This design comes from an exercise in tuning for small area, a short achievable clock period and few clock cycles per item on the open sky130 flow, not from production work.
At most, simulation tests tie the RTL to the original design; equivalence was not proved.
Power and IR drop assume default switching activity.

==> flow/design.v (excerpt) <==
module mano_engine (
    input  wire        clk,
    input  wire        rst,
    input  wire        cmd_valid,
    output wire        cmd_ready,
    input  wire [1:0]  cmd_op,
    input  wire        cmd_fgi,
    input  wire        cmd_fgo,
    input  wire [7:0]  cmd_inpr,
    output wire        resp_valid,
    output reg         resp_error,
    output reg         resp_interrupt,
    output wire        mem_req,
    output wire        mem_we,
    output wire [11:0] mem_addr,
    output wire [15:0] mem_wdata,
    input  wire        mem_ack,
    input  wire [15:0] mem_rdata,
    output reg  [15:0] ir,
    output reg  [15:0] ac,
    output wire [15:0] dr,
    output reg  [11:0] pc,
    output reg  [11:0] ar,
    output reg  [15:0] mar,
    output wire [15:0] tr,
    output wire        flag_i,
    output reg         flag_e,
    output wire        flag_r,
    output reg         flag_ien,
    output reg         flag_fgi,
    output reg         flag_fgo,
    output reg  [7:0]  inpr,
    output reg  [7:0]  outr,
    output reg         halted
);
Size: ~4200 cells after synthesis, about 1700 flip-flops, roughly 190 I/O pins, about 75000 sq um of cells after synthesis.
Settings: LEC_CHECK=0, CAP_MARGIN=20, CORE_MARGIN=2, CORE_UTILIZATION=40, SETUP_SLACK_MARGIN=3.5, SLEW_MARGIN=20; clock period 7.0 ns.
standard.sh (not shown) runs the stock make flow with config.mk's settings and CLKGATE_MAP_FILE= SYNTH_SCRIPT=/design/flow/synth_recipe.tcl, a recipe that flattens the netlist after the stock synthesis.
==> flow/flow/run.sh <==
#!/bin/bash
# Standard layout, with port buffers of a faster cell than buffer_ports picks.
export BUFFER_PORTS_ARGS="-buffer_cell sky130_fd_sc_hd__buf_4"
bash standard.sh > standard.log 2>&1
The starting point produced a clean layout.
Testbench counts at the start, summed over its fixed seeds: cycles 82,208, commands 32,000.
Then changed:
--- a/flow/design.v
+++ b/flow/design.v
@@ -50,44 +50,33 @@
     reg [11:0] maddr;            
     reg [15:0] wr_data;
     reg        sh_v;             
     reg [11:0] sh_a;             
     reg [15:0] sh_d;             
     reg        sh_da, sh_dd;
-    reg        req_busy;         
+    wire       req_busy = s_f | s_op | s_op2 | s_wr;
     wire       idle_ld  = s_idle & loaded;
     reg [FW-1:0] hist [0:15];
     reg [3:0]    htop;
     reg [3:0]    hm1, hp1;        
     reg [4:0]    hcount;
     wire acc    = s_idle & cmd_valid;
     wire c_step = cmd_op == OP_STEP;
     wire step0  = acc & c_step & loaded;
     assign cmd_ready  = s_idle;
     assign resp_valid = s_resp | (s_wr & mem_ack);
-    assign mem_req    = s_idle & cmd_valid | req_busy;
+    assign mem_req    = (idle_ld & cmd_valid & ~cmd_op[1] & cmd_op[0]) | req_busy;
     assign mem_we     = s_wr;
-    wire int_n = st_int;
+    wire int_n = s_idle ? flag_r : st_int;
     assign mem_addr  = maddr;
     assign mem_wdata = wr_data;
     wire       fgi_n  = s_idle ? cmd_fgi  : flag_fgi;
     wire       fgo_n  = s_idle ? cmd_fgo  : flag_fgo;
     wire [7:0] inpr_n = s_idle ? cmd_inpr : inpr;
     wire fack = mem_ack & ((idle_ld & cmd_valid & ~cmd_op[1] & cmd_op[0]) | s_f);
     wire oack = mem_ack & (s_op | s_op2);
-    wire fphase  = (idle_ld & cmd_valid & ~cmd_op[1] & cmd_op[0]) | s_f;
-    wire back_go = idle_ld & cmd_valid & cmd_op == OP_BACK & hcount != 5'd1;
-    wire wr_op   = ir[14:12] == 3'd3 | ir[14:12] == 3'd5 | ir[14:12] == 3'd6;
-    wire req_busy_n =
-        (fphase & ~mem_ack) |
-        (fphase & mem_ack & (int_n | mem_rdata[14:12] != 3'd7)) |
-        ((s_op | s_op2) & ~mem_ack) |
-        (s_op & mem_ack & ir[15]) |
-        ((s_op & ~ir[15] | s_op2) & mem_ack & wr_op) |
-        (back_go & sh_v) |
-        (s_wr & ~mem_ack);
     wire [15:0] rd = mem_rdata;
     wire [11:0] pc_inc = pc + 12'd1;
     wire [11:0] pc_inc2 = pc + 12'd2;
     wire [11:0] ar_inc = ar + 12'd1;
     wire [11:0] pc_dec = pc - 12'd1;
     wire is_hlt = rd == 16'h7001;
@@ -114,17 +103,13 @@
             s_f    <= 1'b0;
             s_op   <= 1'b0;
             s_op2  <= 1'b0;
             s_wr   <= 1'b0;
             s_resp <= 1'b0;
             loaded <= 1'b0;
-            req_busy <= 1'b0;
         end else begin
-            req_busy <= req_busy_n;
-            if (s_resp | s_wr | (s_idle & ~cmd_valid))
-                st_int <= flag_r;
             if (s_idle) begin
                 if (cmd_valid) begin
                     resp_error     <= 1'b0;
                     resp_interrupt <= 1'b0;
                     push           <= 1'b0;
                     case (cmd_op)
@@ -158,12 +143,13 @@
                                 resp_error <= 1'b1;
                                 s_resp     <= 1'b1;
                             end else begin
                                 flag_fgi <= cmd_fgi;
                                 flag_fgo <= cmd_fgo;
                                 inpr     <= cmd_inpr;
+                                st_int   <= flag_r;
                                 if (!mem_ack)
                                     s_f <= 1'b1;
                             end
                         end
                         OP_BACK: begin
                             s_idle <= 1'b0;
=> Non-clock buffer count decreases by 11; cell count fell slightly; setup slack loses 0.37 ns; first-iteration DRC count shrinks by a few percent; synthesized cell count went down slightly; global-route usage drops by 0.13 points; wire length goes down slightly; hold slack gains 0.026 ns; count of clock-buffer cells in the layout rose by 3; sequential share of layout area grows by 0.24 points; die area goes down slightly; core utilization barely changes; design area came out lower slightly.
The RTL of the second run of this note was laid out without a check of its function.

* * *

The RTL this note starts from:
==> flow/design.v <==
module mano_engine (
    input  wire        clk,
    input  wire        rst,
    input  wire        cmd_valid,
    output wire        cmd_ready,
    input  wire [1:0]  cmd_op,
    input  wire        cmd_fgi,
    input  wire        cmd_fgo,
    input  wire [7:0]  cmd_inpr,
    output wire        resp_valid,
    output reg         resp_error,
    output reg         resp_interrupt,
    output wire        mem_req,
    output wire        mem_we,
    output wire [11:0] mem_addr,
    output wire [15:0] mem_wdata,
    input  wire        mem_ack,
    input  wire [15:0] mem_rdata,
    output reg  [15:0] ir,
    output reg  [15:0] ac,
    output wire [15:0] dr,
    output reg  [11:0] pc,
    output reg  [11:0] ar,
    output reg  [15:0] mar,
    output wire [15:0] tr,
    output wire        flag_i,
    output reg         flag_e,
    output wire        flag_r,
    output reg         flag_ien,
    output reg         flag_fgi,
    output reg         flag_fgo,
    output reg  [7:0]  inpr,
    output reg  [7:0]  outr,
    output reg         halted
);
    localparam OP_LOAD = 2'd0;
    localparam OP_STEP = 2'd1;
    localparam OP_BACK = 2'd2;
    localparam OP_DUMP = 2'd3;
    localparam FW = 96;
    assign dr = 16'h0000;
    assign tr = 16'h0000;
    assign flag_i = ir[15];
    assign flag_r = flag_ien & (flag_fgi | flag_fgo);
    reg s_idle, s_f, s_op, s_op2, s_wr, s_resp;
    reg loaded;
    reg st_int;                  
    reg push;                    
    reg typ;                     
    reg [11:0] maddr;            
    reg [15:0] wr_data;
    reg        sh_v;             
    reg [11:0] sh_a;             
    reg [15:0] sh_d;             
    reg        sh_da, sh_dd;
    reg        req_busy;         
    wire       idle_ld  = s_idle & loaded;
    reg [FW-1:0] hist [0:15];
    reg [3:0]    htop;
    reg [3:0]    hm1, hp1;        
    reg [4:0]    hcount;
    wire acc    = s_idle & cmd_valid;
    wire c_step = cmd_op == OP_STEP;
    wire step0  = acc & c_step & loaded;
    assign cmd_ready  = s_idle;
    assign resp_valid = s_resp | (s_wr & mem_ack);
    assign mem_req    = s_idle & cmd_valid | req_busy;
    assign mem_we     = s_wr;
    wire int_n = st_int;
    assign mem_addr  = maddr;
    assign mem_wdata = wr_data;
    wire       fgi_n  = s_idle ? cmd_fgi  : flag_fgi;
    wire       fgo_n  = s_idle ? cmd_fgo  : flag_fgo;
    wire [7:0] inpr_n = s_idle ? cmd_inpr : inpr;
    wire fack = mem_ack & ((idle_ld & cmd_valid & ~cmd_op[1] & cmd_op[0]) | s_f);
    wire oack = mem_ack & (s_op | s_op2);
    wire fphase  = (idle_ld & cmd_valid & ~cmd_op[1] & cmd_op[0]) | s_f;
    wire back_go = idle_ld & cmd_valid & cmd_op == OP_BACK & hcount != 5'd1;
    wire wr_op   = ir[14:12] == 3'd3 | ir[14:12] == 3'd5 | ir[14:12] == 3'd6;
    wire req_busy_n =
        (fphase & ~mem_ack) |
        (fphase & mem_ack & (int_n | mem_rdata[14:12] != 3'd7)) |
        ((s_op | s_op2) & ~mem_ack) |
        (s_op & mem_ack & ir[15]) |
        ((s_op & ~ir[15] | s_op2) & mem_ack & wr_op) |
        (back_go & sh_v) |
        (s_wr & ~mem_ack);
    wire [15:0] rd = mem_rdata;
    wire [11:0] pc_inc = pc + 12'd1;
    wire [11:0] pc_inc2 = pc + 12'd2;
    wire [11:0] ar_inc = ar + 12'd1;
    wire [11:0] pc_dec = pc - 12'd1;
    wire is_hlt = rd == 16'h7001;
    wire skip7 = (rd == 16'h7010 & ~ac[15]) | (rd == 16'h7008 & ac[15]) |
                 (rd == 16'h7004 & ac == 16'd0) | (rd == 16'h7002 & ~flag_e) |
                 (rd == 16'hF200 & fgi_n) | (rd == 16'hF100 & fgo_n);
    wire [FW-1:0] rf   = hist[hm1];
    wire        rf_typ  = rf[95];
    wire [15:0] rf_ir   = rf[94:79];
    wire [15:0] rf_ac   = rf[78:63];
    wire [11:0] rf_ar   = rf[62:51];
    wire [15:0] rf_mar  = rf[50:35];
    wire [15:0] rf_var  = rf[15:0];
    wire [2:0]  rf_op   = rf_ir[14:12];
    wire [FW-1:0] wf = {typ, ir, ac, ar, mar, flag_e, flag_fgi, flag_fgo, inpr, outr,
                        typ ? sh_d : {2'b00, pc, flag_ien, halted}};
    always @(posedge clk) begin
        if (push & (s_resp | s_wr))
            hist[hp1] <= wf;
    end
    always @(posedge clk) begin
        if (rst) begin
            s_idle <= 1'b1;
            s_f    <= 1'b0;
            s_op   <= 1'b0;
            s_op2  <= 1'b0;
            s_wr   <= 1'b0;
            s_resp <= 1'b0;
            loaded <= 1'b0;
            req_busy <= 1'b0;
        end else begin
            req_busy <= req_busy_n;
            if (s_resp | s_wr | (s_idle & ~cmd_valid))
                st_int <= flag_r;
            if (s_idle) begin
                if (cmd_valid) begin
                    resp_error     <= 1'b0;
                    resp_interrupt <= 1'b0;
                    push           <= 1'b0;
                    case (cmd_op)
                        OP_LOAD: begin
                            ir       <= 16'd0;
                            ac       <= 16'd0;
                            pc       <= 12'd0;
                            ar       <= 12'd0;
                            mar      <= 16'd0;
                            flag_e   <= 1'b0;
                            flag_ien <= 1'b0;
                            flag_fgi <= 1'b0;
                            flag_fgo <= 1'b0;
                            inpr     <= 8'd0;
                            outr     <= 8'd0;
                            halted   <= 1'b0;
                            typ      <= 1'b0;
                            sh_v     <= 1'b0;
                            htop     <= 4'd15;
                            hm1      <= 4'd14;
                            hp1      <= 4'd0;
                            hcount   <= 5'd0;
                            push     <= 1'b1;
                            loaded   <= 1'b1;
                            s_idle   <= 1'b0;
                            s_resp   <= 1'b1;
                        end
                        OP_STEP: begin
                            s_idle <= 1'b0;
                            if (!loaded) begin
                                resp_error <= 1'b1;
                                s_resp     <= 1'b1;
                            end else begin
                                flag_fgi <= cmd_fgi;
                                flag_fgo <= cmd_fgo;
                                inpr     <= cmd_inpr;
                                if (!mem_ack)
                                    s_f <= 1'b1;
                            end
                        end
                        OP_BACK: begin
                            s_idle <= 1'b0;
                            if (!loaded || hcount == 5'd1) begin
                                resp_error <= 1'b1;
                                s_resp     <= 1'b1;
                            end else begin
                                ir       <= rf_ir;
                                ac       <= rf_ac;
                                ar       <= rf_ar;
                                mar      <= rf_mar;
                                flag_e   <= rf[34];
                                flag_fgi <= rf[33];
                                flag_fgo <= rf[32];
                                inpr     <= rf[31:24];
                                outr     <= rf[23:16];
                                pc       <= rf_typ ? 12'd1 : rf_var[13:2];
                                flag_ien <= ~rf_typ & rf_var[1];
                                halted   <= ~rf_typ & rf_var[0];
                                htop     <= htop - 4'd1;
                                hm1      <= htop - 4'd2;
                                hp1      <= htop;
                                hcount   <= hcount - 5'd1;
                                maddr    <= sh_da ? sh_a - 12'd1 : sh_a;
                                wr_data  <= sh_dd ? sh_d - 16'd1 : sh_d;
                                sh_v     <= rf_typ | rf_op == 3'd3 | rf_op == 3'd5 | rf_op == 3'd6;
                                sh_a     <= rf_typ ? 12'd0 : rf_ar;
                                sh_d     <= rf_typ ? rf_var : rf_mar;
                                sh_da    <= ~rf_typ & rf_op == 3'd5;
                                sh_dd    <= ~rf_typ & rf_op == 3'd6;
                                if (sh_v) s_wr   <= 1'b1;
                                else      s_resp <= 1'b1;
                            end
                        end
                        default: begin
                            s_idle <= 1'b0;
                            s_resp <= 1'b1;
                        end
                    endcase
                end
            end
            if (fack) begin
                s_f <= 1'b0;
                if (int_n) begin
                    pc             <= 12'd1;
                    flag_ien       <= 1'b0;
                    halted         <= 1'b0;
                    wr_data        <= {4'b0000, pc};
                    typ            <= 1'b1;
                    resp_interrupt <= 1'b1;
                    push           <= (pc != 12'd1) | ~halted;
                    if ((pc != 12'd1) | ~halted) begin
                        sh_v <= 1'b1;
                        sh_a <= 12'd0;
                        sh_da <= 1'b0;
                        sh_dd <= 1'b0;
                        sh_d <= rd;
                    end
                    s_wr <= 1'b1;
                end else begin
                    ir  <= rd;
                    ar  <= rd[11:0];
                    mar <= rd;
                    typ <= 1'b0;
                    if (rd[14:12] == 3'd7) begin
                        push <= ~is_hlt | ~halted;
                        if (~is_hlt | ~halted)
                            sh_v <= 1'b0;
                        pc <= is_hlt ? pc : skip7 ? pc_inc2 : pc_inc;
                        case (rd)
                            16'h7800: ac <= 16'd0;
                            16'h7400: flag_e <= 1'b0;
                            16'h7200: ac <= ~ac;
                            16'h7100: flag_e <= ~flag_e;
                            16'h7080: begin
                                ac     <= {flag_e, ac[15:1]};
                                flag_e <= ac[0];
                            end
                            16'h7040: begin
                                ac     <= {ac[14:0], flag_e};
                                flag_e <= ac[15];
                            end
                            16'h7020: ac <= ac + 16'd1;
                            16'h7001: halted <= 1'b1;
                            16'hF800: begin
                                ac[7:0]  <= inpr_n;
                                flag_fgi <= 1'b0;
                            end
                            16'hF400: begin
                                outr     <= ac[7:0];
                                flag_fgo <= 1'b0;
                            end
                            16'hF080: flag_ien <= 1'b1;
                            16'hF040: flag_ien <= 1'b0;
                            default: ;
                        endcase
                        s_resp <= 1'b1;
                    end else begin
                        pc    <= pc_inc;
                        maddr <= rd[11:0];
                        s_op  <= 1'b1;
                    end
                end
            end
            if (oack) begin
                s_op  <= 1'b0;
                s_op2 <= 1'b0;
                mar   <= rd;
                if (s_op & ir[15]) begin
                    ar    <= rd[11:0];
                    maddr <= rd[11:0];
                    s_op2 <= 1'b1;
                end else begin
                    case (ir[14:12])
                        3'd0: begin
                            ac     <= ac & rd;
                            push   <= 1'b1;
                            sh_v   <= 1'b0;
                            s_resp <= 1'b1;
                        end
                        3'd1: begin
                            ac     <= ac + rd;
                            flag_e <= ac[15] & rd[15];
                            push   <= 1'b1;
                            sh_v   <= 1'b0;
                            s_resp <= 1'b1;
                        end
                        3'd2: begin
                            ac     <= rd;
                            push   <= 1'b1;
                            sh_v   <= 1'b0;
                            s_resp <= 1'b1;
                        end
                        3'd3: begin
                            wr_data <= ac;
                            push    <= 1'b1;
                            sh_v    <= 1'b1;
                            sh_a    <= ar;
                            sh_da   <= 1'b0;
                            sh_dd   <= 1'b0;
                            sh_d    <= rd;
                            s_wr    <= 1'b1;
                        end
                        3'd4: begin
                            pc     <= ar;
                            push   <= (ar != pc_dec) | ~halted;
                            if ((ar != pc_dec) | ~halted)
                                sh_v <= 1'b0;
                            s_resp <= 1'b1;
                        end
                        3'd5: begin
                            wr_data <= {4'b0000, pc};
                            ar      <= ar_inc;
                            pc      <= ar_inc;
                            push    <= (ar_inc != pc_dec) | ~halted;
                            if ((ar_inc != pc_dec) | ~halted) begin
                                sh_v <= 1'b1;
                                sh_a <= ar;
                                sh_da <= 1'b0;
                                sh_dd <= 1'b0;
                                sh_d <= rd;
                            end
                            s_wr    <= 1'b1;
                        end
                        default: begin   
                            mar     <= rd + 16'd1;
                            wr_data <= rd + 16'd1;
                            if (rd == 16'hFFFF)
                                pc <= pc_inc;
                            push    <= 1'b1;
                            sh_v    <= 1'b1;
                            sh_a    <= ar;
                            sh_da   <= 1'b0;
                            sh_dd   <= 1'b0;
                            sh_d    <= rd;
                            s_wr    <= 1'b1;
                        end
                    endcase
                end
            end
            if (s_resp | (s_wr & mem_ack)) begin
                s_resp <= 1'b0;
                s_wr   <= 1'b0;
                s_idle <= 1'b1;
                maddr  <= flag_r ? 12'd0 : pc;
                if (push) begin
                    htop <= htop + 4'd1;
                    hm1  <= htop;
                    hp1  <= htop + 4'd2;
                    if (hcount != 5'd16)
                        hcount <= hcount + 5'd1;
                end
            end
        end
    end
endmodule
Settings: LEC_CHECK=0, CAP_MARGIN=20, CORE_MARGIN=2, CORE_UTILIZATION=40, CTS_CLUSTER_DIAMETER=70, CTS_CLUSTER_SIZE=20, SETUP_SLACK_MARGIN=4.0, SLEW_MARGIN=20; clock period 7.0 ns.
Scripts as last shown in full above: flow/flow/run.sh
Testbench counts at the start, summed over its fixed seeds: cycles 82,208, commands 32,000.
Change:
--- a/flow/design.v
+++ b/flow/design.v
@@ -45,10 +45,12 @@
     reg s_idle, s_f, s_op, s_op2, s_wr, s_resp;
     reg loaded;
     reg st_int;                  
     reg push;                    
     reg typ;                     
+    reg [2:0] opc;               
+    reg       ind;               
     reg [11:0] maddr;            
     reg [15:0] wr_data;
     reg        sh_v;             
     reg [11:0] sh_a;             
     reg [15:0] sh_d;             
@@ -74,17 +76,17 @@
     wire [7:0] inpr_n = s_idle ? cmd_inpr : inpr;
     wire fack = mem_ack & ((idle_ld & cmd_valid & ~cmd_op[1] & cmd_op[0]) | s_f);
     wire oack = mem_ack & (s_op | s_op2);
     wire fphase  = (idle_ld & cmd_valid & ~cmd_op[1] & cmd_op[0]) | s_f;
     wire back_go = idle_ld & cmd_valid & cmd_op == OP_BACK & hcount != 5'd1;
-    wire wr_op   = ir[14:12] == 3'd3 | ir[14:12] == 3'd5 | ir[14:12] == 3'd6;
+    wire wr_op   = opc == 3'd3 | opc == 3'd5 | opc == 3'd6;
     wire req_busy_n =
         (fphase & ~mem_ack) |
         (fphase & mem_ack & (int_n | mem_rdata[14:12] != 3'd7)) |
         ((s_op | s_op2) & ~mem_ack) |
-        (s_op & mem_ack & ir[15]) |
-        ((s_op & ~ir[15] | s_op2) & mem_ack & wr_op) |
+        (s_op & mem_ack & ind) |
+        ((s_op & ~ind | s_op2) & mem_ack & wr_op) |
         (back_go & sh_v) |
         (s_wr & ~mem_ack);
     wire [15:0] rd = mem_rdata;
     wire [11:0] pc_inc = pc + 12'd1;
     wire [11:0] pc_inc2 = pc + 12'd2;
@@ -262,24 +264,26 @@
                         endcase
                         s_resp <= 1'b1;
                     end else begin
                         pc    <= pc_inc;
                         maddr <= rd[11:0];
+                        opc   <= rd[14:12];
+                        ind   <= rd[15];
                         s_op  <= 1'b1;
                     end
                 end
             end
             if (oack) begin
                 s_op  <= 1'b0;
                 s_op2 <= 1'b0;
                 mar   <= rd;
-                if (s_op & ir[15]) begin
+                if (s_op & ind) begin
                     ar    <= rd[11:0];
                     maddr <= rd[11:0];
                     s_op2 <= 1'b1;
                 end else begin
-                    case (ir[14:12])
+                    case (opc)
                         3'd0: begin
                             ac     <= ac & rd;
                             push   <= 1'b1;
                             sh_v   <= 1'b0;
                             s_resp <= 1'b1;
Routed wire length came out higher by 3.9%.
Worst setup slack is better by 0.035 ns.
Global-route usage grows by 0.87 points.
Via count is higher by about 2%.
Count of clock-buffer cells in the layout fell by 13.
Flip-flop and latch count came out higher by 4.
Non-clock buffer count came out higher by 45.
Sequential power hardly moves.
Clock skew came out higher by 0.012 ns.
Function not checked in the second run of this note: the RTL went through the layout flow alone.

==> port drivers added, routing unchanged <==
The flow's constraints put no driver on any port. The routed layouts listed below were extracted and timed again, unchanged, in two steps.
Step 1: set_driving_cell puts a clkbuf_16 on clk and a buf_2 on each other input, an assumption about the parent block.
Step 2 times the ports against the registers' clock, not the clock port: input delays grow and output delays shrink by t, the midpoint of the rising clock arrivals with the driver on.
Three values: ideal ports, drivers, drivers and shift; two values: the first two.
run | t (ns) | setup slack, ns | worst register clock-pin slew, ns
the first run of note 1 | 0.913 | 3.409 / 3.409 / 2.553 | 0.07 / 0.07
the second run of note 1 | 0.909 | 3.041 / 2.903 / 2.590 | 0.07 / 0.07
the first run of note 2 | 0.827 | 3.620 / 3.481 / 2.790 | 0.09 / 0.09
the second run of note 2 | 0.848 | 3.656 / 3.593 / 2.911 | 0.09 / 0.09
After both steps setup and hold are still met in every run listed. The setup slack of the first run of note 1, which loses most, moves by 0.000 ns with the drivers and by -0.856 ns with both steps.
